From an optimization exercise on the open Yosys and OpenROAD flow, aimed at small area, a short achievable clock period and few clock cycles; shortcuts taken in it are not production practice.
Only simulation tests tie the RTL to the original design; equivalence was not proved.
No activity file was given, so power comes from the tool's default toggle rates.

`flow/run.sh`:
```
#!/bin/bash
# synth_recipe.tcl (not shown) runs the flow's synth.tcl, then flattens the netlist and writes it again
# the make line also repeats each setting of config.mk as NAME=value (left out here)
make -C /OpenROAD-flow-scripts/flow DESIGN_CONFIG=/design/flow/config.mk WORK_HOME=/design/flow/orfs CLKGATE_MAP_FILE= SYNTH_SCRIPT=/design/flow/synth_recipe.tcl finish
```
`flow/config.mk`:
```
export PLATFORM = sky130hd
export DESIGN_NAME = hmac_tag
export DESIGN_NICKNAME = hmac_tag
export VERILOG_FILES = /design/flow/design.v
export SDC_FILE = /design/flow/constraint.sdc
export NUM_CORES = 4
export LEC_CHECK = 0
export CAP_MARGIN = 20
export CORE_MARGIN = 2
export CORE_UTILIZATION = 55
export SETUP_SLACK_MARGIN = 5
export SLEW_MARGIN = 20
```
`flow/constraint.sdc`:
```
create_clock -name core_clock -period 10.0 [get_ports {clk}]
set_input_delay 2.0000 -clock core_clock [delete_from_list [all_inputs] [get_ports {clk}]]
set_output_delay 2.0000 -clock core_clock [all_outputs]
set_load 0.01 [all_outputs]
```
`flow/design.v`:
```
module hmac_tag (
    input  wire        clk,
    input  wire        rst,
    input  wire        start,
    input  wire [31:0] key,
    input  wire [15:0] msg_len,
    output wire        ready,
    input  wire        in_valid,
    input  wire [7:0]  in_data,
    output wire        in_ready,
    output reg         done,
    output wire [31:0] tag
);
    localparam B_NONE = 0, B_KEYI = 1, B_KEYO = 2, B_MSG1 = 3, B_MSGN = 4, B_OUT = 5;
    localparam [5:0] O_NONE = 6'b000001, O_KEYI = 6'b000010, O_KEYO = 6'b000100,
                     O_MSG1 = 6'b001000, O_MSGN = 6'b010000, O_OUT  = 6'b100000;
    localparam R_IDLE = 0, R_RUN = 1, R_SH = 2, R_PRE = 3;
    localparam [3:0] S_IDLE = 4'b0001, S_RUN = 4'b0010, S_SH = 4'b0100, S_PRE = 4'b1000;
    function [31:0] rotr(input [31:0] x, input integer n);
        rotr = (x >> n) | (x << (32 - n));
    endfunction
    function [31:0] bsig0(input [31:0] x);
        bsig0 = rotr(x, 2) ^ rotr(x, 13) ^ rotr(x, 22);
    endfunction
    function [31:0] bsig1(input [31:0] x);
        bsig1 = rotr(x, 6) ^ rotr(x, 11) ^ rotr(x, 25);
    endfunction
    function [31:0] ssig0(input [31:0] x);
        ssig0 = rotr(x, 7) ^ rotr(x, 18) ^ (x >> 3);
    endfunction
    function [31:0] ssig1(input [31:0] x);
        ssig1 = rotr(x, 17) ^ rotr(x, 19) ^ (x >> 10);
    endfunction
    localparam [2047:0] KTAB = {
        32'h428a2f98, 32'h71374491, 32'hb5c0fbcf, 32'he9b5dba5,
        32'h3956c25b, 32'h59f111f1, 32'h923f82a4, 32'hab1c5ed5,
        32'hd807aa98, 32'h12835b01, 32'h243185be, 32'h550c7dc3,
        32'h72be5d74, 32'h80deb1fe, 32'h9bdc06a7, 32'hc19bf174,
        32'he49b69c1, 32'hefbe4786, 32'h0fc19dc6, 32'h240ca1cc,
        32'h2de92c6f, 32'h4a7484aa, 32'h5cb0a9dc, 32'h76f988da,
        32'h983e5152, 32'ha831c66d, 32'hb00327c8, 32'hbf597fc7,
        32'hc6e00bf3, 32'hd5a79147, 32'h06ca6351, 32'h14292967,
        32'h27b70a85, 32'h2e1b2138, 32'h4d2c6dfc, 32'h53380d13,
        32'h650a7354, 32'h766a0abb, 32'h81c2c92e, 32'h92722c85,
        32'ha2bfe8a1, 32'ha81a664b, 32'hc24b8b70, 32'hc76c51a3,
        32'hd192e819, 32'hd6990624, 32'hf40e3585, 32'h106aa070,
        32'h19a4c116, 32'h1e376c08, 32'h2748774c, 32'h34b0bcb5,
        32'h391c0cb3, 32'h4ed8aa4a, 32'h5b9cca4f, 32'h682e6ff3,
        32'h748f82ee, 32'h78a5636f, 32'h84c87814, 32'h8cc70208,
        32'h90befffa, 32'ha4506ceb, 32'hbef9a3f7, 32'hc67178f2
    };
    reg         rdy_r, in_rdy_r;
    reg         bv;              
    reg  [7:0]  bd;
    reg  [23:0] acc;             
    reg  [1:0]  nacc;
    reg  [15:0] rem;             
    reg         remz;            
    reg  [15:0] mlen;            
    reg         pend;            
    reg         khit;            
    reg  [31:0] key_c;
    reg         kvalid;
    reg  [3:0]  keq;             
    reg         kchk;            
    reg  [5:0]  pb;
    reg  [5:0]  tin;
    reg         padded, fin;
    reg  [31:0] x0, x1, x2, x3, x4, x5, x6, x7, x8, x9, x10, x11, x12, x13, x14, x15;
    reg         xv;
    reg  [31:0] sp;
    reg  [5:0]  tk;
    reg  [31:0] gm;              
    reg  [31:0] dl;              
    reg  [31:0] t1r;             
    reg  [31:0] kreg;            
    reg  [5:0]  tk1;             
    reg         tkz, tr63;       
    reg         kv;
    reg         hs_g, ds_b, ds_d, ds_c;    
    reg  [5:0]  rb;
    reg  [3:0]  rs;
    reg  [5:0]  tr;
    reg  [1:0]  ph;              
    reg         shgo;            
    reg         sh5;             
    reg         doff, shld;      
    reg  [5:0]  rbn;
    reg  [31:0] a, b, c, d, e, f, g, h;
    reg  [31:0] ia0, ia1, ia2, ia3, ie0, ie1, ie2, ie3;    
    reg  [31:0] oa0, oa1, oa2, oa3, oe0, oe1, oe2, oe3;    
    reg  [31:0] ha0, ha1, ha2, ha3, he0, he1, he2, he3;    
    assign ready    = rdy_r;
    assign in_ready = in_rdy_r;
    assign tag      = ha3;
    wire accept = start & rdy_r;
    wire take   = in_valid & in_rdy_r;
    wire afire  = rs[R_RUN] & (kv | tr63);
    wire efire  = (rs[R_RUN] | rs[R_PRE]) & kv;
    wire kst_ok = (rs[R_RUN] & ~tkz) | rs[R_PRE] | (step & shld & (ph == 2'd3) & ~rbn[B_MSGN]) | sh5;
    wire kwfire = xv & kst_ok;
    wire p_can  = ~xv | kwfire;
    wire is_msg   = (pb[B_MSG1]) | (pb[B_MSGN]);
    wire sched    = |tin[5:4];
    wire data_end = remz & ~bv;
    wire bword    = bv & (nacc == 2'd3);
    wire [1:0]  hsp = 2'd3 - tin[1:0] - ph;
    reg  [31:0] hsw;
    always @* begin
        case ({tin[2], hsp})
            3'd0: hsw = ha0; 3'd1: hsw = ha1; 3'd2: hsw = ha2; 3'd3: hsw = ha3;
            3'd4: hsw = he0; 3'd5: hsw = he1; 3'd6: hsw = he2; default: hsw = he3;
        endcase
    end
    reg  [31:0] wgen;
    reg         gen_ok;
    wire [31:0] padp = {4{(pb[B_KEYI]) ? 8'h36 : 8'h5c}};
    wire [19:0] bitlen = {mlen + 17'd64, 3'b000};
    reg  [31:0] padword;
    always @* begin
        case (nacc)
            2'd0: padword = 32'h80000000;
            2'd1: padword = {acc[7:0], 24'h800000};
            2'd2: padword = {acc[15:0], 16'h8000};
            default: padword = {acc[23:0], 8'h80};
        endcase
    end
    always @* begin
        wgen   = 32'd0;
        gen_ok = 1'b0;
        if (pb[B_KEYI] | pb[B_KEYO]) begin
                gen_ok = 1'b1;
                wgen   = (tin[3:0] == 4'd0) ? (key_c ^ padp) : padp;
        end
        if (pb[B_MSG1] | pb[B_MSGN]) begin
                if (padded) begin
                    gen_ok = 1'b1;
                    wgen   = (tin[3:0] == 4'd15 && fin) ? {12'd0, bitlen} : 32'd0;
                end else if (bword) begin
                    gen_ok = 1'b1;
                    wgen   = {acc, bd};
                end else if (data_end) begin
                    gen_ok = 1'b1;
                    wgen   = padword;
                end
        end
        if (pb[B_OUT]) begin
                gen_ok = (rb[B_OUT]) & ((rs[R_RUN]) | (rs[R_PRE]));
                case (tin[3:0])
                    4'd0, 4'd1, 4'd2, 4'd3, 4'd4, 4'd5, 4'd6, 4'd7: wgen = hsw;
                    4'd8: wgen = 32'h80000000;
                    4'd15: wgen = 32'h00000300;
                    default: wgen = 32'd0;
                endcase
        end
    end
    wire [31:0] wsched = ssig1(x1) + sp;
    wire        p_has  = (~pb[B_NONE]) & (sched ? ((~pb[B_OUT]) | (rb[B_OUT])) : gen_ok);
    wire        produce = p_has & p_can;
    wire [31:0] wnew   = sched ? wsched : wgen;
    wire prod_b   = produce & ~sched & is_msg & ~padded & bword;      
    wire prod_pad = produce & ~sched & is_msg & ~padded & ~bword;     
    wire bcons    = bv & ((nacc != 2'd3) | prod_b);
    reg fin_n;
    always @* begin
        fin_n = fin;
        if (prod_pad) fin_n = (tin <= 6'd13);
    end
    wire        pend_start = pend & ~kchk & ((pb[B_NONE]) | (produce & (tin == 6'd63) & (pb[B_OUT])));
    wire        bend   = produce & (tin == 6'd63);
    wire        ptrans = bend | pend_start;
    reg  [5:0]  pb_n;
    always @* begin
        pb_n = pb;
        if (bend) begin
            pb_n = O_NONE;
            if (pb[B_KEYI]) pb_n = O_KEYO;
            if (pb[B_KEYO]) pb_n = O_MSG1;
            if (pb[B_MSG1] | pb[B_MSGN]) pb_n = ((padded | prod_pad) & fin_n) ? O_OUT : O_MSGN;
        end
        if (pend_start)
            pb_n = khit ? O_MSG1 : O_KEYI;
    end
    wire step = rs[R_SH] & ~sh5 & ((ph == 2'd0) | shgo);
    wire shf  = step | sh5;      
    wire ffs = step & doff;
    wire [31:0] hsel = ({32{hs_g}} & g) | ({32{~hs_g}} & h);
    wire [31:0] dsel = ({32{ds_b}} & b) | ({32{ds_d}} & d) | ({32{ds_c}} & c);
    wire [31:0] gp   = kreg ^ x0 ^ hsel;
    wire [31:0] gq   = {((kreg & x0) | (kreg & hsel) | (x0 & hsel)), 1'b0} >> 0;
    wire [31:0] dp   = gp ^ gq ^ dsel;
    wire [31:0] dq   = {((gp & gq) | (gp & dsel) | (gq & dsel)), 1'b0} >> 0;
    wire lds = step & shld;
    reg  [31:0] iva, ive;
    always @* begin
        case (ph)
            2'd0: begin iva = 32'ha54ff53a; ive = 32'h5be0cd19; end
            2'd1: begin iva = 32'h3c6ef372; ive = 32'h1f83d9ab; end
            2'd2: begin iva = 32'hbb67ae85; ive = 32'h9b05688c; end
            default: begin iva = 32'h6a09e667; ive = 32'h510e527f; end
        endcase
    end
    wire rb_k = rb[B_KEYI] | rb[B_KEYO];
    wire [31:0] cha = ({32{rb[B_MSG1]}} & ia0) | ({32{rb[B_MSGN]}} & ha0) |
                      ({32{rb[B_OUT]}} & oa0) | ({32{rb_k}} & iva);
    wire [31:0] che = ({32{rb[B_MSG1]}} & ie0) | ({32{rb[B_MSGN]}} & he0) |
                      ({32{rb[B_OUT]}} & oe0) | ({32{rb_k}} & ive);
    wire [31:0] suma = cha + d;
    wire [31:0] sume = che + h;
    wire rbn_k = rbn[B_KEYI] | rbn[B_KEYO] | rbn[B_NONE];
    wire [31:0] nxa = ({32{rbn[B_MSG1]}} & ia0) | ({32{rbn[B_MSGN]}} & ha3) |
                      ({32{rbn[B_OUT]}} & oa0) | ({32{rbn_k}} & iva);
    wire [31:0] nxe = ({32{rbn[B_MSG1]}} & ie0) | ({32{rbn[B_MSGN]}} & he3) |
                      ({32{rbn[B_OUT]}} & oe0) | ({32{rbn_k}} & ive);
    wire [31:0] s1e = bsig1(e);
    wire [31:0] s0a = bsig0(a);
    wire [31:0] ch  = (e & f) | (~e & g);
    wire [31:0] maj = (a & (b | c)) | (b & c);
    wire [31:0] tp  = gm ^ s1e ^ ch;
    wire [31:0] tq  = {((gm & s1e) | (gm & ch) | (s1e & ch)), 1'b0} >> 0;
    wire [31:0] t1n = tp + tq;
    wire [31:0] ep  = dl ^ s1e ^ ch;
    wire [31:0] eq  = {((dl & s1e) | (dl & ch) | (s1e & ch)), 1'b0} >> 0;
    wire [31:0] e_n = ep + eq;
    wire [31:0] ap  = t1r ^ s0a ^ maj;
    wire [31:0] aq  = {((t1r & s0a) | (t1r & maj) | (s0a & maj)), 1'b0} >> 0;
    wire [31:0] a_n = ap + aq;
    wire       kv_n = kwfire | (kv & ~efire);
    reg  [3:0] rs_n;
    always @* begin
        rs_n = rs;
        if (rs[R_IDLE] & ~pb[B_NONE]) rs_n = S_SH;
        if (rs[R_PRE] & efire) rs_n = S_RUN;
        if (rs[R_RUN] & afire & tr63) rs_n = S_SH;
        if (rs[R_SH]) begin
            if (step && ph == 2'd3 && !(shld & rbn[B_MSGN])) rs_n = shld ? S_PRE : S_IDLE;
            if (sh5) rs_n = S_PRE;
        end
    end
    wire [1:0] nacc_n = (prod_b | prod_pad) ? 2'd0 : (bcons ? nacc + 2'd1 : nacc);
    wire       bv_n   = take | (bv & ~bcons);
    wire [15:0] rem_m1 = rem - 16'd1;
    wire [15:0] rem_n = accept ? msg_len : (take ? rem_m1 : rem);
    wire       rem_nz_n = accept ? (msg_len != 16'd0) : (take ? (rem != 16'd1) : (rem != 16'd0));
    wire       xv_n   = produce | (xv & ~kwfire);
    wire       padded_n = ptrans ? ((pb_n[B_MSGN]) & padded) : (padded | prod_pad);
    wire       sched_n  = ptrans ? 1'b0 : (produce ? (tin >= 6'd15) : sched);
    wire       msg_n    = (pb_n[B_MSG1]) | (pb_n[B_MSGN]);
    wire       pw_ok_n  = msg_n & ~sched_n & ~padded_n & ~xv_n;
    wire       pend_n   = accept | (pend & ~pend_start);
    always @(posedge clk) begin
        if (take) bd <= in_data;
        if (bcons & ~prod_b & (nacc != 2'd3)) acc <= {acc[15:0], bd};
        if (accept) begin
            mlen  <= msg_len;
            key_c <= key;
            keq   <= {key[31:24] == key_c[31:24], key[23:16] == key_c[23:16],
                      key[15:8] == key_c[15:8], key[7:0] == key_c[7:0]};
        end
        if (produce) begin
            {x15, x14, x13, x12, x11, x10, x9, x8, x7, x6, x5, x4, x3, x2, x1}
                <= {x14, x13, x12, x11, x10, x9, x8, x7, x6, x5, x4, x3, x2, x1, x0};
            x0 <= wnew;
            sp <= x5 + ssig0(x13) + x14;
        end
        gm <= gp + gq;
        dl <= dp + dq;
        if (afire | shf) begin
            d <= c; c <= b; b <= a;
            a <= afire ? a_n : nxa;
        end
        if (efire | shf) begin
            h <= g; g <= f; f <= e;
            e <= efire ? e_n : nxe;
        end
        if (efire) t1r <= t1n;
        {ia0, ia1, ia2} <= {ia1, ia2, ia3};
        {ie0, ie1, ie2} <= {ie1, ie2, ie3};
        ia3 <= (ffs & (rb[B_KEYI])) ? suma : ia0;
        ie3 <= (ffs & (rb[B_KEYI])) ? sume : ie0;
        {oa0, oa1, oa2} <= {oa1, oa2, oa3};
        {oe0, oe1, oe2} <= {oe1, oe2, oe3};
        oa3 <= (ffs & (rb[B_KEYO])) ? suma : oa0;
        oe3 <= (ffs & (rb[B_KEYO])) ? sume : oe0;
        {ha0, ha1, ha2} <= {ha1, ha2, ha3};
        {he0, he1, he2} <= {he1, he2, he3};
        ha3 <= (ffs & (rb[B_MSG1] || rb[B_MSGN] || rb[B_OUT])) ? suma : ha0;
        he3 <= (ffs & (rb[B_MSG1] || rb[B_MSGN] || rb[B_OUT])) ? sume : he0;
        if (rst) begin
            rdy_r    <= 1'b1;
            in_rdy_r <= 1'b0;
            bv       <= 1'b0;
            nacc     <= 2'd0;
            rem      <= 16'd0;
            remz     <= 1'b1;
            pend     <= 1'b0;
            khit     <= 1'b0;
            kchk     <= 1'b0;
            kvalid   <= 1'b0;
            pb       <= O_NONE;
            tin      <= 6'd0;
            padded   <= 1'b0;
            fin      <= 1'b0;
            xv       <= 1'b0;
            tk       <= 6'd0;
            tk1      <= 6'd1;
            tkz      <= 1'b1;
            tr63     <= 1'b0;
            kreg     <= 32'h428a2f98;
            kv       <= 1'b0;
            hs_g     <= 1'b0;
            ds_b     <= 1'b0;
            ds_d     <= 1'b0;
            ds_c     <= 1'b1;
            rb       <= O_NONE;
            rs       <= S_IDLE;
            tr       <= 6'd0;
            ph       <= 2'd0;
            shgo     <= 1'b0;
            sh5      <= 1'b0;
            doff     <= 1'b0;
            shld     <= 1'b0;
            rbn      <= O_NONE;
            done     <= 1'b0;
        end else begin
            bv       <= bv_n;
            nacc     <= nacc_n;
            rem      <= rem_n;
            remz     <= ~rem_nz_n;
            pend     <= pend_n;
            rdy_r    <= ~pend_n & ((pb_n[B_OUT]) | (pb_n[B_NONE]));
            in_rdy_r <= rem_nz_n & (~bv_n | (nacc_n != 2'd3) | pw_ok_n);
            kchk <= accept;
            if (kchk) begin
                khit   <= kvalid & (&keq);
                kvalid <= kvalid & (&keq);
            end
            pb     <= pb_n;
            padded <= padded_n;
            fin    <= ptrans ? ((pb_n[B_MSGN]) & padded) : fin_n;
            if (ptrans) tin <= 6'd0;
            else if (produce) tin <= tin + 6'd1;
            xv <= xv_n;
            ph <= ph + 2'd1;
            if (kwfire) begin
                tk   <= tk1;
                tk1  <= tk1 + 6'd1;
                tkz  <= (tk1 == 6'd0);
                kreg <= KTAB[2047 - 32*tk1 -: 32];
            end
            kv   <= kv_n;
            rs   <= rs_n;
            hs_g <= kv_n | rs_n[R_SH];
            ds_b <= kv_n & rs_n[R_RUN];
            ds_d <= ~kv_n & rs_n[R_PRE];
            ds_c <= ~(kv_n & rs_n[R_RUN]) & ~(~kv_n & rs_n[R_PRE]);
            if (afire) begin
                tr   <= tr + 6'd1;
                tr63 <= (tr == 6'd62);
            end
            done <= 1'b0;
            if (rs[R_IDLE] & ~pb[B_NONE]) begin
                    doff <= 1'b0; shld <= 1'b1; rbn <= pb;
            end
            if (rs[R_RUN] & afire & tr63) begin
                    doff <= 1'b1;
                    shld <= (~pb[B_NONE]); rbn <= pb;
            end
            if (rs[R_SH]) begin
                    shgo <= step & (ph != 2'd3);
                    if (step && ph == 2'd3) begin
                        if (doff && rb[B_KEYO]) kvalid <= 1'b1;
                        if (doff && rb[B_OUT])  done   <= 1'b1;
                        if (shld & rbn[B_MSGN]) sh5 <= 1'b1;
                        else if (shld) rb <= rbn;
                        else rb <= O_NONE;
                    end
                    if (sh5) begin
                        sh5 <= 1'b0;
                        rb  <= rbn;
                    end
            end
        end
    end
endmodule
```
==> results of run 1 <==
-- cells by family after synthesis --
logic type	count (synthesis)	share of synthesized area, %
buffers and inverters	859	4.00
and+or+nand+nor	1323	7.42
xor gates and xnor gates	560	5.98
AOI/OAI and AO/OA	1643	13.5
DFF	1830	55.1
adders and majority gates	547	9.97
muxes	282	4.00
-- cell usage in the layout (no fill, tap or decap), drive strengths merged, types with 24 or more instances in the layout --
master           n
a211oi          75
fa             195
xnor2          406
nand3          114
nor2           393
a221oi          24
a22oi           58
o211ai          51
nor3            77
or3             28
buf             90
nand2b          51
o221ai          32
and2            25
a21o           122
edfxtp         884
ha             322
clkinv          66
o21ai          335
a222oi         161
o21bai          38
clkdlybuf4s50   93
and3            53
nand2          406
mux2           167
dfxtp          946
nand4           39
xor2           154
maj3            30
nor2b           61
mux2i           94
inv            571
a31oi           91
o21a            49
a21oi          413
o22ai           24
clkbuf         243
-- layout make-up --
cell class | count | area (um2)
multi-input cells | 4355 | 33900
inverters | 565 | 2120
repair buffers | 183 | 1630
flip-flops and latches | 1830 | 45500
diodes | 2 | 5.00
clock buffers | 243 | 5140
clock inverters | 101 | 1360
fillers | 12000 | 57200
well taps | 2016 | 2520
-- where the power goes --
| part | switching, mW | internal, mW |
|---|---|---|
| registers | 0.209 | 8.20 |
| logic | 2.44 | 1.59 |
| clock network | 3.11 | 4.19 |
| total | 5.76 | 14.0 |
-- worst max-delay path: stages (launching register included) --
cell and delay (ns):
dfxtp_2 0.74, buf_4 0.70, a222oi_1 0.34, nand2_1 0.15, ha_1 0.19, a21oi_2 0.09, o21ai_1 0.33, a32oi_2 0.23
o21ai_0 0.69, o211ai_1 0.31, a31oi_1 0.37, xor2_1 0.45, mux2_2 0.24
-- synth_stat cells, types with 21 or more instances --
| cell type | instances |
|---|---|
| dfxtp_1 | 946 |
| edfxtp_1 | 884 |
| inv_1 | 560 |
| a21oi_1 | 407 |
| nand2_1 | 406 |
| xnor2_1 | 403 |
| nor2_1 | 393 |
| ha_1 | 322 |
| o21ai_0 | 311 |
| clkbuf_1 | 227 |
| fa_1 | 195 |
| mux2_2 | 166 |
| a222oi_1 | 161 |
| xor2_1 | 154 |
| a21o_1 | 122 |
| nand3_1 | 114 |
| mux2i_1 | 94 |
| a31oi_1 | 90 |
| nor3_1 | 76 |
| a211oi_1 | 72 |
| nor2b_1 | 61 |
| a22oi_1 | 57 |
| and3_1 | 53 |
| nand2b_1 | 51 |
| o211ai_1 | 50 |
| o21a_1 | 49 |
| nand4_1 | 39 |
| o21bai_1 | 38 |
| buf_1 | 33 |
| o221ai_1 | 31 |
| maj3_1 | 30 |
| or3_1 | 28 |
| buf_2 | 27 |
| and2_1 | 25 |
| o22ai_1 | 24 |
| a221oi_1 | 22 |
| o21ai_1 | 22 |
| mux4_2 | 21 |
| o31ai_1 | 21 |
-- through the flow --
step	worst slack [ns]	instance area (um2)
6_report	5.01	92200
5_1_grt	4.99	92200
4_1_cts	5.07	92200
3_5_place_dp	4.87	85700
3_3_place_gp	4.84	85600
2_1_floorplan	5.00	82500
-- what timing repair did --
item / 4_1_cts / 5_1_grt
pin swaps: 0 / 0
hold endpoints to repair: 0 / 0
setup buffers: 0 / 0
gates resized for setup: 2 / 10
setup endpoints to repair: 4 / 9
-- worst max-delay path by stage --
stage          startpoint  endpoint  slack (ns)  cells past startpoint
4_1_cts              hs_g    dl[29]        5.07                     16
3_3_place_gp         hs_g    dl[29]        4.84                     16
5_1_grt              hs_g    dl[29]        4.99                     16
3_5_place_dp         hs_g    dl[27]        4.87                     16
2_1_floorplan     nacc[0]  in_rdy_r        5.00                     12
6_report            rb[3]   ie3[27]        5.01                     12
-- metal layers --
layer	GRT usage (%)	share of wire, %
met1	49.4	43
met2	50.7	43
met3	6.17	9.0
met4	14.8	4.9
met5	0	0.0087
==> run notes, run 1 <==
fin crit share = 49.9%
Max FO, Critical Path = 45
RSZ-0062 raised after global routing = true
share of the synthesized area in the top cell type = 32.2%
hold depth = 0
via count = 57100
critical path capture point type = register
syn nets = 7621
Hold Slack = 0.269 ns
num rows = 142
hold_buf cts = 0
top cells by area, synth = edfxtp_1 (32%), dfxtp_1 (23%), ha_1 (4.9%), fa_1 (4.7%), xnor2_1 (4.3%)
die height = 391 um
share of cells above drive strength 1 = 9.11%
first-pass GRT wire length = 378000 um
final core occ = 61.7%
grt ovf = 0
clock latency (worst-skew pair) = 0.84 ns
CTS tree = built
final non-filler cell total = 9295
Initial DRT Pass Iterations = 8
Final Max Slew Viols = 0
worst path required time = 10.75 ns
DR vias/cell = 6.14
Ports = 95
nets = 7697
Startpoint Class = register
post-synthesis cell count = 7044
Period minus WS final = 4.99 ns
post-synthesis sequential area ratio = 55.1%
GRT Total Usage = 34.2%
reg-to-reg setup timing slack = 5.01 ns
largest net degree at the start of global routing = 187
Yosys warnings = 1
iteration-0 DRC count of the detailed router = 7258
Clock Pin Slew Worst Setup and Hold Paths = 0.06 ns
Die Wd = 391 um
# DRC = 0
Overall Power = 19.7 mW
worst setup path class = register to register
synthesized area = 82500 um2
Fmax = 200 MHz
total CTS buffers = 185
Worst Clk Skew = 0.0838 ns
Pwr per Cell Area = 214 nW/um2
pin slew with the least headroom to its limit = 1.23 ns
Max clock buf depth = 3
gpl congestion = 0.974
Wirelength per Cell = 28.5 um
HP Class = register to register
WP data arrival = 5.75 ns
Area growth syn-to-layout = 11.7%
Root Buffer = clkbuf_16
Worst R2R Start = rb[3]
Routed WL = 265000 um
Die ar. = 153000 um2
R2R Path End = ie3[27]
Worst R2R Path Depth = 12
status = complete, no violations
Initial Util = 55.2%
Hold Crit Start = ie2[8]
placed cells = 8948
H-tree Lvls = 4
PortBufs = 94
mean area per synthesized cell = 11.7 um2
setup TNS = 0 ns
placeable core region = 149000 um2
max capacitance violation total = 0
WHS Endpoint = ie1[8]
Post-synth EDFFs = 884
antenna violations before repair = 10
Final Hold Fails = 0
dpl hpwl = 198000 um
P_leak = 35.8 nW
ANT nets after route = 0
Synth Register Bits = 1830
Synth cell types = 100
commonest register cell after synthesis = dfxtp_1
Post-synth ARST share = 0%
CTS Sinks = 1830
number of global-route vias before repair = 53900
worst vdd rail ir drop = 0.171 mV
Slew headroom = 17.1%
Finish-stage setup viols = 0
cell taking the most area after synthesis = edfxtp_1
Testbench counts, summed over its fixed seeds: cycles 70,868.
==> run 2, diff against run 1 <==
--- a/flow/design.v
+++ b/flow/design.v
@@ -262,6 +262,6 @@
                 <= {x14, x13, x12, x11, x10, x9, x8, x7, x6, x5, x4, x3, x2, x1, x0};
             x0 <= wnew;
-            sp <= x5 + ssig0(x13) + x14;
         end
+        sp <= x5 + ssig0(x13) + x14;
         gm <= gp + gq;
         dl <= dp + dq;
==> flow/flow/run.sh (new file) <==
#!/bin/bash
set -euo pipefail
bash standard.sh SETUP_SLACK_MARGIN=6 finish > standard.log 2>&1
==> flow/standard.sh (new file) <==
#!/bin/bash
# synth_recipe.tcl (not shown) runs the flow's synth.tcl, then flattens the netlist and writes it again
# the make line also repeats each setting of config.mk as NAME=value (left out here)
make -C /OpenROAD-flow-scripts/flow DESIGN_CONFIG=/design/flow/config.mk WORK_HOME=/design/flow/orfs CLKGATE_MAP_FILE= SYNTH_SCRIPT=/design/flow/synth_recipe.tcl "${@:-finish}"
--- a/flow/config.mk
+++ b/flow/config.mk
@@ -9,4 +9,3 @@
 export CORE_MARGIN = 2
 export CORE_UTILIZATION = 55
-export SETUP_SLACK_MARGIN = 5
 export SLEW_MARGIN = 20
removed: flow/run.sh
==> run 2 against run 1 <==
Still clean on timing, DRC and antenna. Utilization up 3.1 points. First-iteration DRC count is 11% higher. Clock power is essentially flat. Via count up 6.8%. Non-clock buffer count increased by 218. Flip-flop and latch count did not move. Combinational power rose by 26%. Die area down 0.35%. Worst hold slack improved by 0.0022 ns. Critical path depth is 3 higher. Synthesized cell count up 3.7%. Largest power group unchanged. Highest routed layer unchanged.
==> run notes, run 2 <==
mean area per synthesized cell = 11.3 um2 (-3.9%)
GR met2 Demand/Resource = 51.3% (+0.67 points)
worst setup path class = register to register
WHS Endpoint = ia0[8]
post-synthesis sequential area ratio = 54.9% (-0.20 points)
Ports = 95 (unchanged)
Initial Util = 55.5% (+0.26 points)
pin slew with the least headroom to its limit = 1.32 ns (+0.0896 ns)
met1 Usage GRT = 52.2% (+2.8 points)
fillers = 11600 (-3.3%)
dpl hpwl = 204000 um (+3.2%)
gr busiest metal = met1
top cells by count, synth = dfxtp_1 (978), edfxtp_1 (852), nand2_1 (769)
# DRC = 0 (unchanged)
reg-to-reg setup timing slack = 5.90 ns (+0.89 ns)
GRT Total Usage = 35.8% (+1.6 points)
first-pass GRT wire length = 395000 um (+4.5%)
Clk pwr share = 35.2% (-1.8 points)
met3 GRT Util = 6.90% (+0.73 points)
synthesized area = 82300 um2 (-0.35%)
Sw Pwr = 6.36 mW (+10%)
cell taking the most area after synthesis = edfxtp_1
Synth cell types = 88 (-12%)
share of the synthesized area in the top cell type = 31.1% (-1.1 points)
R2R Path End = dl[29]
CTS tree = built
WP data arrival = 4.82 ns (-0.93 ns)
Die Wd = 391 um (-0.17%)
H-tree Lvls = 4 (unchanged)
Int Power = 14.5 mW (+3.4%)
P_leak = 37.8 nW (+5.5%)
num rows = 141 (-0.70%)
Max clock buf depth = 3 (unchanged)
iteration-0 DRC count of the detailed router = 8052 (+11%)
placeable core region = 148000 um2 (-0.82%)
PnR worst setup slack = 5.90 ns (+0.892 ns)
hold depth = 0 (unchanged)
Net Sw Frac = 30.5% (+1.4 points)
Pwr per Cell Area = 217 nW/um2 (+1.2%)
most common cell after layout, fill and taps aside = dfxtp_1
critical path capture point type = register
syn nets = 7872 (+3.3%)
Startpoint Class = register
number of global-route vias before repair = 56200 (+4.3%)
Final Hold Fails = 0 (unchanged)
most frequent cells in the layout = dfxtp_1 (941), edfxtp_1 (852), nand2_1 (761)
most common cell in the netlist = dfxtp_1
worst path required time = 10.72 ns (-0.03 ns)
Post-synth ARST share = 0% (unchanged)
die height = 391 um (-0.17%)
grt ovf = 0 (unchanged)
Worst R2R Start = hs_g
Period minus WS final = 4.10 ns (-0.892 ns)
clock latency (worst-skew pair) = 0.87 ns (+0.03 ns)
RSZ-0062 raised after global routing = true
Die ar. = 153000 um2 (-0.35%)
Slew headroom = 11.8% (-5.2 points)
Post-Place Setup Slack = 5.02 ns (+0.149 ns)
post-synthesis cell count = 7302 (+3.7%)
Fmax = 244 MHz (+22%)
via count = 61000 (+6.8%)
area of the multi-input gates = 36100 um2 (+6.2%)
Wirelength per Cell = 29.0 um (+1.9%)
register area = 45200 um2 (-0.56%)
gpl congestion = 1.01 (+3.5%)
Area growth syn-to-layout = 16.8%
setup TNS = 0 ns (unchanged)
Finish-stage setup viols = 0 (unchanged)
Yosys warnings = 1 (unchanged)
commonest register cell after synthesis = dfxtp_1
largest net degree at the start of global routing = 175 (-6.4%)
Worst Clk Skew = 0.0858 ns (+0.00201 ns)
share of cells above drive strength 1 = 14.1% (+4.9 points)
Hold Crit Start = ia1[8]
Max FO, Critical Path = 6 (-87%)
Routed WL = 281000 um (+6.2%)
Clock Pin Slew Worst Setup and Hold Paths = 0.06 ns (about the same)
HP Class = register to register
Root Buffer = clkbuf_16
ANT nets after route = 0 (unchanged)
worst vdd rail ir drop = 0.164 mV (-4.3%)
Final Max Slew Viols = 0 (unchanged)
CTS Sinks = 1830 (unchanged)
Initial DRT Pass Iterations = 10 (+2)
Comb power frac = 24.4% (+4.0 points)
top cells by area, synth = edfxtp_1 (31%), dfxtp_1 (24%), ha_1 (4.8%), fa_1 (4.7%), xnor2_1 (4.1%)
Post-synth EDFFs = 852 (-3.6%)
status = complete, no violations
total CTS buffers = 187 (+1.1%)
Flop pwr share = 40.5% (-2.1 points)
fin crit share = 41.0% (-8.9 points)
DR vias/cell = 6.30 (+2.5%)
antenna violations before repair = 17 (+7)
Worst R2R Path Depth = 15 (+3)
PortBufs = 94 (unchanged)
nets = 8157 (+6.0%)
max capacitance violation total = 0 (unchanged)
Synth Register Bits = 1830 (unchanged)
-- run 2: changes by cell type in the layout (fill, tap and decap cells not counted), moves of 30 or more --
cell	before	now
xnor2_2	8	41
o21ai_0	309	258
ha_1	320	273
a21oi_1	405	375
inv_1	558	527
edfxtp_1	884	852
mux2_2	166	47
xnor2_1	396	343
nand2_1	402	761
buf_4	81	259
-- run 2: how the worst max path moves through the flow --
stage          start     end  slack (ns)  cells past startpoint
2_1_floorplan   hs_g  dl[30]        5.98                     16
3_3_place_gp    hs_g  dl[30]        5.08                     15
3_5_place_dp    hs_g  dl[31]        5.02                     17
4_1_cts         hs_g  dl[31]        5.82                     17
5_1_grt         hs_g  dl[29]        5.76                     16
6_report        hs_g  dl[29]        5.90                     15
-- run 2: cell families (layout without fill, tap and decap cells) --
group,after synthesis,after routing,share of synthesized area (%)
compound gates,1671,1673,13.9
xor+xnor,555,555,5.91
fa+ha+maj,540,540,9.89
buf+inv,856,1300,3.92
flops,1830,1830,54.9
mux,161,161,2.32
other cells,0,7,0
simple gates,1689,1689,9.16
-- run 2: per-stage QoR --
step / cell area (um2) / util, % / hold slack, ns / std cells / total power, mW
after floorplan: 82300 / - / 0.310 / 7302 / 11.6
after global placement: 85300 / 57.6 / 0.310 / 9102 / 12.9
after detailed placement: 85300 / 57.6 / 0.312 / 9106 / 12.9
after CTS: 93800 / 63.3 / 0.274 / 9554 / 20.4
after global routing: 96100 / 64.8 / 0.278 / 9678 / 21.6
final: 96100 / 64.8 / 0.271 / 9685 / 20.8
-- run 2: timing repair --
action | 4_1_cts | 5_1_grt
gates resized for setup | 248 | 265
hold buffers | 0 | 0
pin swaps | 72 | 146
setup endpoints to repair | 414 | 240
setup buffers | 93 | 117
gates cloned | 5 | 5
-- run 2: worst max-delay path: stages (launching register included) --
cell and delay [ns]:
dfxtp_4 0.39, buf_12 0.16, mux2i_1 0.39, fa_1 0.49, inv_1 0.13, fa_1 0.44
ha_1 0.39, a22oi_1 0.16, nand2_1 0.12, o32ai_2 0.29, a21oi_4 0.09, a41oi_2 0.24
a21o_1 0.22, o2111ai_2 0.13, o31a_1 0.27, xor2_1 0.14
-- run 2: layout make-up --
| class | count | area share [%] |
|---|---|---|
| sequential | 1830 | 47.1 |
| multi-input combinational | 4618 | 37.5 |
| clock buffer | 249 | 5.41 |
| timing repair buffer | 401 | 3.89 |
| tap | 1930 | 2.51 |
| inverter | 549 | 2.15 |
| clock inverter | 101 | 1.42 |
| antenna | 7 | 0.0182 |
-- run 2: power groups by stage --
stage,clock network (mW),logic (mW),registers (mW)
final,7.32,5.07,8.43
after global routing,7.68,5.48,8.44
after CTS,7.38,4.57,8.42
after detailed placement,0,4.31,8.59
after global placement,0,4.28,8.58
after floorplan,0,3.14,8.47
-- run 2: per-layer routing --
metal | routed length [um] | up-vias
li1 | - | 26900
met1 | 118000 | 30000
met2 | 117000 | 3536
met3 | 30100 | 589
met4 | 16700 | 4
met5 | 27 | -
Testbench counts of run 2, summed over its fixed seeds: cycles 70,868.
==> run 3, diff against run 2 <==
--- a/flow/config.mk
+++ b/flow/config.mk
@@ -9,3 +9,5 @@
 export CORE_MARGIN = 2
 export CORE_UTILIZATION = 55
+export CTS_CLUSTER_DIAMETER = 70
+export CTS_CLUSTER_SIZE = 30
 export SLEW_MARGIN = 20
==> run 3 against run 2 <==
Area after synthesis is the same. Register-to-register slack got worse by 0.095 ns. Largest power group unchanged. Flip-flop and latch count stayed put. Still clean on timing, DRC and antenna. Combinational power is 1% higher.
==> run notes, run 3 <==
Final Hold Fails = 0 (unchanged)
critical path capture point type = register
share of the synthesized area in the top cell type = 31.1% (unchanged)
worst setup path class = register to register
Fmax = 238 MHz (-2.3%)
gpl congestion = 1.01 (unchanged)
post-synthesis sequential area ratio = 54.9% (unchanged)
largest net degree at the start of global routing = 175 (unchanged)
worst path required time = 10.67 ns (-0.05 ns)
syn nets = 7872 (unchanged)
clock latency (worst-skew pair) = 0.80 ns (-0.07 ns)
num rows = 141 (unchanged)
via count = 59800 (-1.9%)
first-pass GRT wire length = 391000 um (-1.1%)
H-tree Lvls = 3 (-1)
Die ar. = 153000 um2 (unchanged)
most frequent cells in the layout = dfxtp_1 (946), edfxtp_1 (852), nand2_1 (762)
grt ovf = 0 (unchanged)
CP Cell Sequence = buf_12, buf_12, buf_16, mux2_4, fa_1, fa_1, ha_4, buf_4, a22oi_1, nand2_1, o32ai_2, a21oi_4, a41oi_2, a21o_1, o2111ai_2, o31a_1, xor2_1
Pwr per Cell Area = 203 nW/um2 (-6.3%)
Post-synth ARST share = 0% (unchanged)
Period minus WS final = 4.20 ns (+0.0953 ns)
status = complete, no violations
Yosys warnings = 1 (unchanged)
most common cell after layout, fill and taps aside = dfxtp_1
top cells by count, synth = dfxtp_1 (978), edfxtp_1 (852), nand2_1 (769)
post-synthesis cell count = 7302 (unchanged)
Final Max Slew Viols = 0 (unchanged)
CTS Sinks = 1830 (unchanged)
most common cell in the netlist = dfxtp_1
fillers = 11800 (+1.8%)
Worst Clk Skew = 0.0477 ns (-0.0382 ns)
commonest register cell after synthesis = dfxtp_1
HP Class = register to register
GRT Total Usage = 35.4% (-0.43 points)
Synth cell types = 88 (unchanged)
mean area per synthesized cell = 11.3 um2 (unchanged)
Max FO, Critical Path = 5 (-1)
Area growth syn-to-layout = 13.9%
Initial DRT Pass Iterations = 10 (unchanged)
antenna violations before repair = 13 (-4)
Initial Util = 55.5% (unchanged)
setup TNS = 0 ns (unchanged)
Synth Register Bits = 1830 (unchanged)
fin crit share = 42.0% (+0.95 points)
DR vias/cell = 6.27 (-0.34%)
Overall Power = 19.0 mW (-8.6%)
dpl hpwl = 204000 um (unchanged)
nets = 8076 (-0.99%)
max capacitance violation total = 0 (unchanged)
RSZ-0062 raised after global routing = true
Finish-stage setup viols = 0 (unchanged)
die height = 391 um (unchanged)
worst vdd rail ir drop = 0.161 mV (-1.7%)
Startpoint Class = register
Clock Pin Slew Worst Setup and Hold Paths = 0.11 ns (+0.05 ns)
CTS tree = built
share of cells above drive strength 1 = 12.9% (-1.1 points)
critical path's largest stage delay = 0.56 ns (+0.07 ns)
Max clock buf depth = 3 (unchanged)
PortBufs = 94 (unchanged)
total CTS buffers = 111 (-41%)
ANT nets after route = 0 (unchanged)
hold_buf cts = 0 (unchanged)
Slew headroom = 18.7% (+6.9 points)
Ports = 95 (unchanged)
placeable core region = 148000 um2 (unchanged)
# DRC = 0 (unchanged)
cell taking the most area after synthesis = edfxtp_1
Die Wd = 391 um (unchanged)
Root Buffer = clkbuf_16
Wirelength per Cell = 29.1 um (+0.13%)
P_leak = 36.6 nW (-3.2%)
CP max-delay cell = fa_1
top cells by area, synth = edfxtp_1 (31%), dfxtp_1 (24%), ha_1 (4.8%), fa_1 (4.7%), xnor2_1 (4.1%)
synthesized area = 82300 um2 (unchanged)
WP data arrival = 4.86 ns (+0.04 ns)
iteration-0 DRC count of the detailed router = 8374 (+4.0%)
number of global-route vias before repair = 55200 (-1.9%)
pin slew with the least headroom to its limit = 1.22 ns (-0.103 ns)
Post-synth EDFFs = 852 (unchanged)
Routed WL = 277000 um (-1.4%)
## run 3: path summary, 6_finish.rpt
path / startpoint / endpoint / slack, ns / depth (start not counted)
min reg2reg: ia3[8] / ia2[8] / 0.31 / 0
max reg2reg: hs_g / dl[29] / 5.80 / 17
max: hs_g / dl[29] / 5.80 / 17
min: ia3[8] / ia2[8] / 0.31 / 0
## run 3: through the flow
| stage | instance area, um2 | worst slack [ns] | cells | util, % | hold slack (ns) |
|---|---|---|---|---|---|
| floorplan | 82300 | 5.98 | 7302 | - | 0.310 |
| global placement | 85300 | 5.08 | 9102 | 57.6 | 0.310 |
| detailed placement | 85300 | 5.02 | 9106 | 57.6 | 0.312 |
| CTS | 91600 | 5.78 | 9412 | 61.8 | 0.309 |
| global route | 93700 | 5.67 | 9535 | 63.2 | 0.319 |
| finish | 93700 | 5.80 | 9538 | 63.2 | 0.313 |
## run 3: metal layers
metal / routed length (um) / track usage, %
met5: 13 / 0
met4: 15600 / 16.4
met3: 29500 / 6.96
met2: 116000 / 50.7
met1: 116000 / 51.7
## run 3: power by group
part / leakage (nW) / internal, mW / switching (mW) / total [mW]
Clock: 2.09 / 2.42 / 3.08 / 5.49
Combinational: 18.8 / 2.10 / 3.02 / 5.12
Sequential: 15.7 / 8.19 / 0.223 / 8.42
Total: 36.6 / 12.7 / 6.32 / 19.0
## run 3: layout make-up
class / count / area [um2] / share of cell area [%]
sequential: 1830 / 45200 / 48.3
multi-input combinational: 4618 / 36000 / 38.4
timing repair buffer: 396 / 3590 / 3.83
clock buffer: 123 / 2930 / 3.13
tap: 1930 / 2410 / 2.58
inverter: 549 / 2070 / 2.21
clock inverter: 89 / 1450 / 1.55
antenna: 3 / 7.51 / 0.00801
## run 3: logic make-up after synthesis
group	Yosys count	synth area share [%]
xor+xnor	555	5.91
mux	161	2.32
compound gates	1671	13.9
flops	1830	54.9
buf+inv	856	3.92
simple gates	1689	9.16
fa+ha+maj	540	9.89
## run 3: worst max-delay path, delay by kind of cell, from the launching register on
family | cells | cell delay (ns)
AO/OA/AOI/OAI | 7 | 1.37
adder cells (fa/ha/maj) | 3 | 1.23
buffers and inverters | 4 | 0.54
flip-flops | 1 | 0.38
multiplexers | 1 | 0.31
XOR/XNOR | 1 | 0.14
AND/OR/NAND/NOR | 1 | 0.13
## run 3: repair_timing
item	4_1_cts	5_1_grt
gates cloned	5	2
setup endpoints to repair	410	255
pin swaps	70	153
hold endpoints to repair	0	0
gates resized for setup	245	259
buffers inserted	89	120
==> run 4, diff against run 3 <==
--- a/flow/design.v
+++ b/flow/design.v
@@ -55,4 +55,7 @@
     reg  [23:0] acc;             
     reg  [1:0]  nacc;
+    reg  [31:0] fq0, fq1, fq2, fq3;
+    reg  [1:0]  fwp, frp;
+    reg  [2:0]  fc;
     reg  [15:0] rem;             
     reg         remz;            
@@ -103,6 +106,17 @@
     wire is_msg   = (pb[B_MSG1]) | (pb[B_MSGN]);
     wire sched    = |tin[5:4];
-    wire data_end = remz & ~bv;
+    wire fne      = (fc != 3'd0);
+    wire data_end = remz & ~bv & ~fne;
     wire bword    = bv & (nacc == 2'd3);
+    wire fpush    = bword & (fc != 3'd4);
+    reg  [31:0] fhead;
+    always @* begin
+        case (frp)
+            2'd0: fhead = fq0;
+            2'd1: fhead = fq1;
+            2'd2: fhead = fq2;
+            default: fhead = fq3;
+        endcase
+    end
     wire [1:0]  hsp = 2'd3 - tin[1:0] - ph;
     reg  [31:0] hsw;
@@ -137,7 +151,7 @@
                     gen_ok = 1'b1;
                     wgen   = (tin[3:0] == 4'd15 && fin) ? {12'd0, bitlen} : 32'd0;
-                end else if (bword) begin
+                end else if (fne) begin
                     gen_ok = 1'b1;
-                    wgen   = {acc, bd};
+                    wgen   = fhead;
                 end else if (data_end) begin
                     gen_ok = 1'b1;
@@ -159,7 +173,7 @@
     wire        produce = p_has & p_can;
     wire [31:0] wnew   = sched ? wsched : wgen;
-    wire prod_b   = produce & ~sched & is_msg & ~padded & bword;      
-    wire prod_pad = produce & ~sched & is_msg & ~padded & ~bword;     
-    wire bcons    = bv & ((nacc != 2'd3) | prod_b);
+    wire prod_f   = produce & ~sched & is_msg & ~padded & fne;        
+    wire prod_pad = produce & ~sched & is_msg & ~padded & ~fne;       
+    wire bcons    = bv & ((nacc != 2'd3) | fpush);
     reg fin_n;
     always @* begin
@@ -238,5 +252,6 @@
         end
     end
-    wire [1:0] nacc_n = (prod_b | prod_pad) ? 2'd0 : (bcons ? nacc + 2'd1 : nacc);
+    wire [1:0] nacc_n = (fpush | prod_pad) ? 2'd0 : (bcons ? nacc + 2'd1 : nacc);
+    wire [2:0] fc_n   = fc + {2'd0, fpush} - {2'd0, prod_f};
     wire       bv_n   = take | (bv & ~bcons);
     wire [15:0] rem_m1 = rem - 16'd1;
@@ -247,9 +262,16 @@
     wire       sched_n  = ptrans ? 1'b0 : (produce ? (tin >= 6'd15) : sched);
     wire       msg_n    = (pb_n[B_MSG1]) | (pb_n[B_MSGN]);
-    wire       pw_ok_n  = msg_n & ~sched_n & ~padded_n & ~xv_n;
     wire       pend_n   = accept | (pend & ~pend_start);
     always @(posedge clk) begin
         if (take) bd <= in_data;
-        if (bcons & ~prod_b & (nacc != 2'd3)) acc <= {acc[15:0], bd};
+        if (bcons & (nacc != 2'd3)) acc <= {acc[15:0], bd};
+        if (fpush) begin
+            case (fwp)
+                2'd0: fq0 <= {acc, bd};
+                2'd1: fq1 <= {acc, bd};
+                2'd2: fq2 <= {acc, bd};
+                default: fq3 <= {acc, bd};
+            endcase
+        end
         if (accept) begin
             mlen  <= msg_len;
@@ -292,4 +314,7 @@
             bv       <= 1'b0;
             nacc     <= 2'd0;
+            fc       <= 3'd0;
+            fwp      <= 2'd0;
+            frp      <= 2'd0;
             rem      <= 16'd0;
             remz     <= 1'b1;
@@ -326,9 +351,12 @@
             bv       <= bv_n;
             nacc     <= nacc_n;
+            fc       <= fc_n;
+            if (fpush)  fwp <= fwp + 2'd1;
+            if (prod_f) frp <= frp + 2'd1;
             rem      <= rem_n;
             remz     <= ~rem_nz_n;
             pend     <= pend_n;
             rdy_r    <= ~pend_n & ((pb_n[B_OUT]) | (pb_n[B_NONE]));
-            in_rdy_r <= rem_nz_n & (~bv_n | (nacc_n != 2'd3) | pw_ok_n);
+            in_rdy_r <= rem_nz_n & (~bv_n | (nacc_n != 2'd3) | (fc_n != 3'd4));
             kchk <= accept;
             if (kchk) begin
==> run 4 against run 3 <==
Still clean on timing, DRC and antenna. Combinational power is about 30% higher. Clock skew up 0.0030 ns. Clock-buffer cell count increased by 7. Routed wire length fell by 0.41%. Flip-flop and latch count rose by 135. Worst hold slack better by 0.0010 ns. Non-clock buffer count is 34 higher. First-iteration DRC count shrank 6.1%. Critical path type unchanged.
==> run notes, run 4 <==
status = complete, no violations
Post-synth ARST share = 0% (unchanged)
cell family with most CP delay = compound AO/OA/AOI/OAI gates
die height = 402 um (+2.8%)
placed inst area = 90200 um2 (+5.7%)
Finish-stage setup viols = 0 (unchanged)
GRT Total Usage = 33.4% (-2.0 points)
HP Class = register to register
H-tree Lvls = 3 (unchanged)
Die ar. = 161000 um2 (+5.6%)
via count = 60100 (+0.48%)
antenna violations before repair = 10 (-3)
final instance area = 99500 um2 (+6.1%)
placeable core region = 157000 um2 (+5.7%)
first-pass GRT wire length = 394000 um (+0.79%)
Slew headroom = 11.6% (-7.1 points)
Pwr per Cell Area = 221 nW/um2 (+8.8%)
post-synthesis adder-cell area fraction = 9.53% (-0.36 points)
Overall Power = 22.0 mW (+16%)
Clock Pin Slew Worst Setup and Hold Paths = 0.11 ns (about the same)
Final Max Slew Viols = 0 (unchanged)
P_leak = 38.3 nW (+4.8%)
share of the synthesized area in the top cell type = 33.9% (+2.8 points)
most frequent cells in the layout = edfxtp_1 (980), dfxtp_1 (954), inv_1 (537)
CP Launch Point = e[26]
Initial Util = 55.5% (about the same)
Synth Register Bits = 1965 (+7.4%)
worst setup path class = register to register
largest family of logic cells by synthesized area = compound AO/OA/AOI/OAI gates
RSZ-0062 raised after global routing = true
Worst Path Buf+Inv = 4 (unchanged)
top cells by area, synth = edfxtp_1 (34%), dfxtp_1 (23%), ha_1 (4.7%), fa_1 (4.5%), xnor2_1 (4.1%)
num rows = 145 (+2.8%)
dpl hpwl = 199000 um (-2.2%)
PortBufs = 94 (unchanged)
CTS Sinks = 1965 (+7.4%)
Synth cell types = 94 (+6.8%)
Period minus WS final = 4.19 ns (-0.00632 ns)
# DRC = 0 (unchanged)
Post-Place Setup Slack = 4.98 ns (-0.0415 ns)
DR WL met2 = 118000 um (+1.8%)
synthesized area = 86900 um2 (+5.7%)
commonest register cell after synthesis = dfxtp_1
Ports = 95 (unchanged)
Post-Synth XOR/XNOR Area = 5.69% (-0.22 points)
CTS tree = built
worst path required time = 10.50 ns (-0.17 ns)
setup TNS = 0 ns (unchanged)
worst vdd rail ir drop = 0.188 mV (+17%)
syn nets = 7869 (-0.038%)
mux share of post-synthesis cell area = 3.96% (+1.6 points)
cell taking the most area after synthesis = edfxtp_1
mean area per synthesized cell = 11.9 um2 (+5.9%)
Routed WL = 276000 um (-0.41%)
Final Hold Fails = 0 (unchanged)
grt ovf = 0 (unchanged)
total CTS buffers = 121 (+9.0%)
WL met3 = 26700 um (-9.6%)
max capacitance violation total = 0 (unchanged)
critical path's largest stage delay = 0.52 ns (-0.04 ns)
Startpoint Class = register
ANT nets after route = 0 (unchanged)
post-synthesis sequential area ratio = 56.5% (+1.6 points)
WP data arrival = 4.69 ns (-0.17 ns)
Compound-Gate Fraction of Synth Area = 13.5% (-0.43 points)
placed cells = 9216 (+1.2%)
final core occ = 63.5% (+0.29 points)
Yosys warnings = 1 (unchanged)
final non-filler cell total = 9698 (+1.7%)
critical path capture point type = register
Hold Crit Start = ie2[18]
pin slew with the least headroom to its limit = 1.31 ns (+0.0920 ns)
Max FO, Critical Path = 3 (-2)
PnR worst setup slack = 5.81 ns (+0.00632 ns)
top routing layer used = met5
CP Cell Sequence = xor2_2, xnor2_2, buf_4, fa_1, inv_1, ha_2, inv_2, fa_2, nor2b_2, o21ai_2, a211oi_2, o41ai_2, buf_4, a21oi_4, o41ai_4, o21ai_2, a211oi_2, xnor2_1, a21oi_1
fin crit share = 41.9% (-0.063 points)
reg-to-reg setup timing slack = 5.81 ns (about the same)
top cells by count, synth = dfxtp_1 (985), edfxtp_1 (980), inv_1 (555)
Die Wd = 402 um (+2.8%)
number of global-route vias before repair = 56600 (+2.6%)
Area growth syn-to-layout = 14.5%
Initial DRT Pass Iterations = 9 (-1)
Worst R2R Start = e[26]
Hold Slack = 0.314 ns (+0.00103 ns)
Max clock buf depth = 3 (unchanged)
simple-gate portion of the synthesized area = 7.01% (-2.1 points)
largest net degree at the start of global routing = 208 (+19%)
share of cells above drive strength 1 = 15.5% (+2.6 points)
Post-synth EDFFs = 980 (+15%)
most common cell in the netlist = dfxtp_1
post-synthesis cell count = 7288 (-0.19%)
Post-Route M1 WL = 118000 um (+1.3%)
most common cell after layout, fill and taps aside = edfxtp_1
Fmax = 239 MHz (+0.15%)
Wirelength per Cell = 28.5 um (-2.1%)
CP max-delay cell = edfxtp_1
gpl congestion = 0.953 (-5.5%)
Worst Clk Skew = 0.0507 ns (+0.00301 ns)
iteration-0 DRC count of the detailed router = 7864 (-6.1%)
Root Buffer = clkbuf_16
nets = 8109 (+0.41%)
hold_buf cts = 0 (unchanged)
DR vias/cell = 6.20 (-1.2%)
clock latency (worst-skew pair) = 0.81 ns (about the same)
[run 4: cell count changes in the layout (fill, tap and decap cells not counted), sizes merged, moves of 19 or more]
| cell | previous run | this run |
|---|---|---|
| edfxtp | 852 | 980 |
| inv | 589 | 608 |
| nor2 | 379 | 342 |
| mux2 | 48 | 160 |
| a222oi | 160 | 188 |
| o21ai | 306 | 358 |
| nand2 | 769 | 454 |
| a21oi | 407 | 443 |
| buf | 299 | 332 |
[run 4: what timing repair did]
item / CTS / global route
cloned: 3 / 2
hold endpoints to repair: 0 / 0
setup endpoints to repair: 245 / 397
buffers inserted: 149 / 93
gates resized for setup: 256 / 248
pin swaps: 112 / 151
[run 4: worst paths after layout]
path	end	cells past startpoint
worst max-delay path	e[31]	19
worst min-delay path	ie1[18]	0
worst max register to register	e[31]	19
worst min register to register	ie1[18]	0
[run 4: logic make-up (layout without fill, tap and decap cells)]
family          count (synthesis)  count (layout)
flops                        1965            1965
compound gates               1726            1726
simple gates                 1321            1321
buf+inv                       875            1221
xor+xnor                      564             564
fa+ha+maj                     551             551
mux                           286             286
other cells                     0               6
[run 4: area by class of cell]
class	instances	area [um2]
fill	12300	57100
sequential	1965	49200
multi-input combinational	4448	36800
timing repair buffer	430	3850
clock buffer	130	3130
tap	2058	2570
inverter	562	2120
clock inverter	99	1760
antenna	6	15.0
[run 4: per-layer routing]
layer,vias up,track usage [%]
li1,27000,-
met1,29900,48.6
met2,2786,48.3
met3,477,7.15
met4,8,14.1
met5,-,0
[run 4: power by group]
group / total (mW) / switching [mW] / internal, mW
clock network: 6.08 / 3.35 / 2.73
logic: 6.64 / 3.82 / 2.82
registers: 9.26 / 0.288 / 8.97
Testbench counts of run 4, summed over its fixed seeds: cycles 65,344.
==> run 5, diff against run 4 <==
--- a/flow/design.v
+++ b/flow/design.v
@@ -55,7 +55,7 @@
     reg  [23:0] acc;             
     reg  [1:0]  nacc;
-    reg  [31:0] fq0, fq1, fq2, fq3;
-    reg  [1:0]  fwp, frp;
-    reg  [2:0]  fc;
+    reg  [31:0] fq0, fq1, fq2, fq3, fq4, fq5, fq6, fq7;
+    reg  [2:0]  fwp, frp;
+    reg  [3:0]  fc;
     reg  [15:0] rem;             
     reg         remz;            
@@ -106,15 +106,13 @@
     wire is_msg   = (pb[B_MSG1]) | (pb[B_MSGN]);
     wire sched    = |tin[5:4];
-    wire fne      = (fc != 3'd0);
+    wire fne      = (fc != 4'd0);
     wire data_end = remz & ~bv & ~fne;
     wire bword    = bv & (nacc == 2'd3);
-    wire fpush    = bword & (fc != 3'd4);
+    wire fpush    = bword & (fc != 4'd8);
     reg  [31:0] fhead;
     always @* begin
         case (frp)
-            2'd0: fhead = fq0;
-            2'd1: fhead = fq1;
-            2'd2: fhead = fq2;
-            default: fhead = fq3;
+            3'd0: fhead = fq0; 3'd1: fhead = fq1; 3'd2: fhead = fq2; 3'd3: fhead = fq3;
+            3'd4: fhead = fq4; 3'd5: fhead = fq5; 3'd6: fhead = fq6; default: fhead = fq7;
         endcase
     end
@@ -253,5 +251,5 @@
     end
     wire [1:0] nacc_n = (fpush | prod_pad) ? 2'd0 : (bcons ? nacc + 2'd1 : nacc);
-    wire [2:0] fc_n   = fc + {2'd0, fpush} - {2'd0, prod_f};
+    wire [3:0] fc_n   = fc + {3'd0, fpush} - {3'd0, prod_f};
     wire       bv_n   = take | (bv & ~bcons);
     wire [15:0] rem_m1 = rem - 16'd1;
@@ -268,8 +266,6 @@
         if (fpush) begin
             case (fwp)
-                2'd0: fq0 <= {acc, bd};
-                2'd1: fq1 <= {acc, bd};
-                2'd2: fq2 <= {acc, bd};
-                default: fq3 <= {acc, bd};
+                3'd0: fq0 <= {acc, bd}; 3'd1: fq1 <= {acc, bd}; 3'd2: fq2 <= {acc, bd}; 3'd3: fq3 <= {acc, bd};
+                3'd4: fq4 <= {acc, bd}; 3'd5: fq5 <= {acc, bd}; 3'd6: fq6 <= {acc, bd}; default: fq7 <= {acc, bd};
             endcase
         end
@@ -314,7 +310,7 @@
             bv       <= 1'b0;
             nacc     <= 2'd0;
-            fc       <= 3'd0;
-            fwp      <= 2'd0;
-            frp      <= 2'd0;
+            fc       <= 4'd0;
+            fwp      <= 3'd0;
+            frp      <= 3'd0;
             rem      <= 16'd0;
             remz     <= 1'b1;
@@ -352,11 +348,11 @@
             nacc     <= nacc_n;
             fc       <= fc_n;
-            if (fpush)  fwp <= fwp + 2'd1;
-            if (prod_f) frp <= frp + 2'd1;
+            if (fpush)  fwp <= fwp + 3'd1;
+            if (prod_f) frp <= frp + 3'd1;
             rem      <= rem_n;
             remz     <= ~rem_nz_n;
             pend     <= pend_n;
             rdy_r    <= ~pend_n & ((pb_n[B_OUT]) | (pb_n[B_NONE]));
-            in_rdy_r <= rem_nz_n & (~bv_n | (nacc_n != 2'd3) | (fc_n != 3'd4));
+            in_rdy_r <= rem_nz_n & (~bv_n | (nacc_n != 2'd3) | (fc_n != 4'd8));
             kchk <= accept;
             if (kchk) begin
==> run 5 against run 4 <==
Utilization is 0.15 points lower. Combinational power is 18% lower. Highest routed layer unchanged. Non-clock buffer count is 35 higher. Still clean. Clock-buffer cell count is 1 higher. Sequential power is 4.5% higher. Worst setup slack worse by 0.42 ns. Cell count is 7.8% higher. Power is 3.3% lower.
==> run notes, run 5 <==
Final Max Slew Viols = 0 (unchanged)
most common cell after layout, fill and taps aside = edfxtp_1
fillers = 13200 (+7.0%)
CTS tree = built
share of the synthesized area in the top cell type = 35.8% (+2.0 points)
GRT Total Usage = 34.3% (+0.92 points)
met3 GRT Util = 6.50% (-0.64 points)
fin crit share = 46.1% (+4.2 points)
top cells by count, synth = edfxtp_1 (1108), dfxtp_1 (988), nand2_1 (695)
# DRC = 0 (unchanged)
Slew headroom = 23.2% (+12 points)
gr busiest metal = met1
via count = 66100 (+9.9%)
worst vdd rail ir drop = 0.203 mV (+8.1%)
clock latency (worst-skew pair) = 0.84 ns (+0.03 ns)
commonest register cell after synthesis = edfxtp_1
Clock Pin Slew Worst Setup and Hold Paths = 0.10 ns (about the same)
Fmax = 217 MHz (-9.1%)
share of cells above drive strength 1 = 15.2% (-0.35 points)
Area growth syn-to-layout = 14.3%
worst path required time = 10.77 ns (+0.27 ns)
hold_buf cts = 0 (unchanged)
Period minus WS final = 4.61 ns (+0.419 ns)
most frequent cells in the layout = edfxtp_1 (1108), dfxtp_1 (953), nand2_1 (679)
Pwr per Cell Area = 200 nW/um2 (-9.3%)
setup TNS = 0 ns (unchanged)
Initial Util = 55.5% (about the same)
iteration-0 DRC count of the detailed router = 9472 (+20%)
cell family with most CP delay = compound AO/OA/AOI/OAI gates
post-synthesis sequential area ratio = 57.1% (+0.59 points)
Max FO, Critical Path = 6 (+3)
placeable core region = 167000 um2 (+6.9%)
number of global-route vias before repair = 61200 (+8.1%)
worst setup path class = register to register
H-tree Lvls = 3 (unchanged)
cell taking the most area after synthesis = edfxtp_1
Die ar. = 172000 um2 (+6.8%)
Synth cell types = 87 (-7.4%)
Startpoint Class = register
num rows = 150 (+3.4%)
largest net degree at the start of global routing = 200 (-3.8%)
status = complete, no violations
syn nets = 8491 (+7.9%)
critical path's largest stage delay = 0.56 ns (+0.04 ns)
mean area per synthesized cell = 11.8 um2 (-1.5%)
Die Wd = 415 um (+3.3%)
Ports = 95 (unchanged)
gpl congestion = 1.01 (+6.0%)
ANT nets after route = 0 (unchanged)
Worst Path Buf+Inv = 5 (+1)
CP Cell Sequence = buf_12, mux2i_2, fa_1, inv_2, fa_1, ha_2, inv_2, fa_2, nor2b_2, o31a_1, o31a_1, a311o_2, buf_6, buf_6, o21ai_4, a21oi_2, o21a_1, or4_4, nand3_2
max capacitance violation total = 0 (unchanged)
WP data arrival = 5.38 ns (+0.69 ns)
critical path capture point type = register
post-synthesis cell count = 7901 (+8.4%)
first-pass GRT wire length = 431000 um (+9.6%)
met1 Usage GRT = 50.0% (+1.4 points)
grt ovf = 0 (unchanged)
Post-synth EDFFs = 1108 (+13%)
HP Class = register to register
Max clock buf depth = 3 (unchanged)
Hold Slack = 0.308 ns (-0.00644 ns)
GR met2 Demand/Resource = 49.5% (+1.2 points)
RSZ-0062 raised after global routing = true
Final Hold Fails = 0 (unchanged)
Post-synth ARST share = 0% (unchanged)
die height = 415 um (+3.3%)
placed inst area = 96300 um2 (+6.8%)
Finish-stage setup viols = 0 (unchanged)
CTS Sinks = 2096 (+6.7%)
Worst Clk Skew = 0.0437 ns (-0.00694 ns)
antenna violations before repair = 9 (-1)
pin slew with the least headroom to its limit = 1.15 ns (-0.160 ns)
Routed WL = 306000 um (+11%)
top cells by area, synth = edfxtp_1 (36%), dfxtp_1 (21%), ha_1 (4.5%), fa_1 (4.2%), xnor2_1 (3.6%)
synthesized area = 92800 um2 (+6.8%)
area of the multi-input gates = 39100 um2 (+6.2%)
PortBufs = 94 (unchanged)
Synth Register Bits = 2096 (+6.7%)
Root Buffer = clkbuf_16
Wirelength per Cell = 29.2 um (+2.7%)
dpl hpwl = 217000 um (+8.6%)
nets = 8731 (+7.7%)
DR vias/cell = 6.32 (+1.9%)
final non-filler cell total = 10500 (+7.8%)
register area = 53100 um2 (+7.9%)
placed cells = 9955 (+8.0%)
final instance area = 106000 um2 (+6.7%)
Initial DRT Pass Iterations = 11 (+2)
CP max-delay cell = fa_1
most common cell in the netlist = edfxtp_1
P_leak = 40.4 nW (+5.4%)
Yosys warnings = 1 (unchanged)
total CTS buffers = 121 (unchanged)
## run 5: cell count changes after synthesis, moves of 19 or more
cell / delta
nor3_1: +29
a221oi_1: +21
xnor2_1: -19
edfxtp_1: +128
and3_1: +21
nand2_1: +241
a211oi_1: +36
o21ai_1: -30
clkbuf_1: +35
o21ai_0: +55
mux2_2: -34
nand3_1: +30
nor2_1: +43
## run 5: kinds of logic (layout without fill, tap and decap cells)
logic type | Yosys count | count (layout) | share of synthesized area [%]
mux | 246 | 246 | 3.13
buf+inv | 913 | 1260 | 3.71
other cells | 0 | 2 | 0
compound gates | 1846 | 1846 | 13.5
flops | 2096 | 2096 | 57.1
xor+xnor | 555 | 555 | 5.24
simple gates | 1684 | 1685 | 8.18
fa+ha+maj | 561 | 561 | 9.05
## run 5: stage by stage
step	setup slack (ns)	power, mW	util [%]
after floorplan	5.48	13.1	-
after global placement	4.99	14.4	57.6
after detailed placement	5.01	14.4	57.6
after CTS	5.41	20.7	61.9
after global routing	5.28	22.1	63.4
final	5.39	21.3	63.4
## run 5: power by group
part	leakage [nW]	total [mW]	internal, mW	switching, mW
combinational	20.0	5.47	2.31	3.16
sequential	18.1	9.68	9.44	0.243
clock	2.28	6.11	2.63	3.48
## run 5: worst reg2reg max path, delay by kind of cell, from the launching register on
kind	cells	cell delay (ns)
buffers and inverters	5	0.53
adders and majority gates	4	1.44
AOI/OAI and AO/OA	6	1.53
muxes	1	0.17
and+or+nand+nor	3	0.55
DFF	1	0.36
## run 5: area by class of cell
class | count | share of cell area (%)
flip-flops and latches | 2096 | 50.1
multi-input cells | 4893 | 36.9
repair buffers | 465 | 3.97
clock buffers | 131 | 2.93
well taps | 2204 | 2.60
inverters | 564 | 2.01
clock inverters | 100 | 1.57
diodes | 2 | 0.00472
## run 5: path summary, 6_finish.rpt
path         depth (start not counted)    start  slack, ns       to
min reg2reg                          0  ia1[26]       0.31  ia0[26]
max reg2reg                         19     hs_g       5.39   dl[21]
max                                 19     hs_g       5.39   dl[21]
min                                  0  ia1[26]       0.31  ia0[26]
## run 5: repair_timing
item | CTS | global route
endpoints found under the setup margin | 336 | 174
resized for setup | 304 | 283
pin swaps | 118 | 189
setup buffers | 133 | 123
gates cloned | 7 | 3
## run 5: metal layers
metal	vias to the layer above	wire length, um
met5	-	43
met4	6	17700
met3	618	30400
met2	3530	129000
met1	32800	129000
li1	29200	-
Testbench counts of run 5, summed over its fixed seeds: cycles 61,400.

afterwards: timing with drivers on the ports:
The results above use ideal ports. As a check the final layouts listed here were re-extracted and re-timed, cells and wires unchanged.
Step 1 (the two cells are an assumption about what drives the block):
set clk [get_ports {clk}]
set_driving_cell -lib_cell sky130_fd_sc_hd__clkbuf_16 $clk
set_driving_cell -lib_cell sky130_fd_sc_hd__buf_2 [delete_from_list [all_inputs] $clk]
Step 2 moves the port delays by t, midway between the first and last clock arrival at a register: inputs arrive t later, outputs are due t later. That takes back most of the time a late clock gives input paths.
Slacks: ideal ports / drivers / drivers and shift; pairs: ideal ports / drivers.
| run | t, ns | setup slack, ns | worst setup path after step 2 | slew at the worst register clock pin (ns) | worst data-port slew with drivers (ns) |
|---|---|---|---|---|---|
| run 1 | 0.888 | 5.005 / 5.005 / 5.005 | register to register | 0.07 / 0.07 | 0.04 |
| run 2 | 0.903 | 5.897 / 5.897 / 5.697 | input to register | 0.07 / 0.07 | 0.05 |
| run 3 | 0.858 | 5.802 / 5.802 / 5.713 | input to register | 0.11 / 0.11 | 0.06 |
| run 4 | 0.858 | 5.808 / 5.808 / 5.808 | register to register | 0.11 / 0.11 | 0.05 |
| run 5 | 0.907 | 5.389 / 5.389 / 5.389 | register to register | 0.11 / 0.11 | 0.07 |
After both steps setup and hold are still met in every run listed. The setup slack of run 2, which loses most, moves by 0.000 ns with the drivers and by -0.200 ns with both steps.
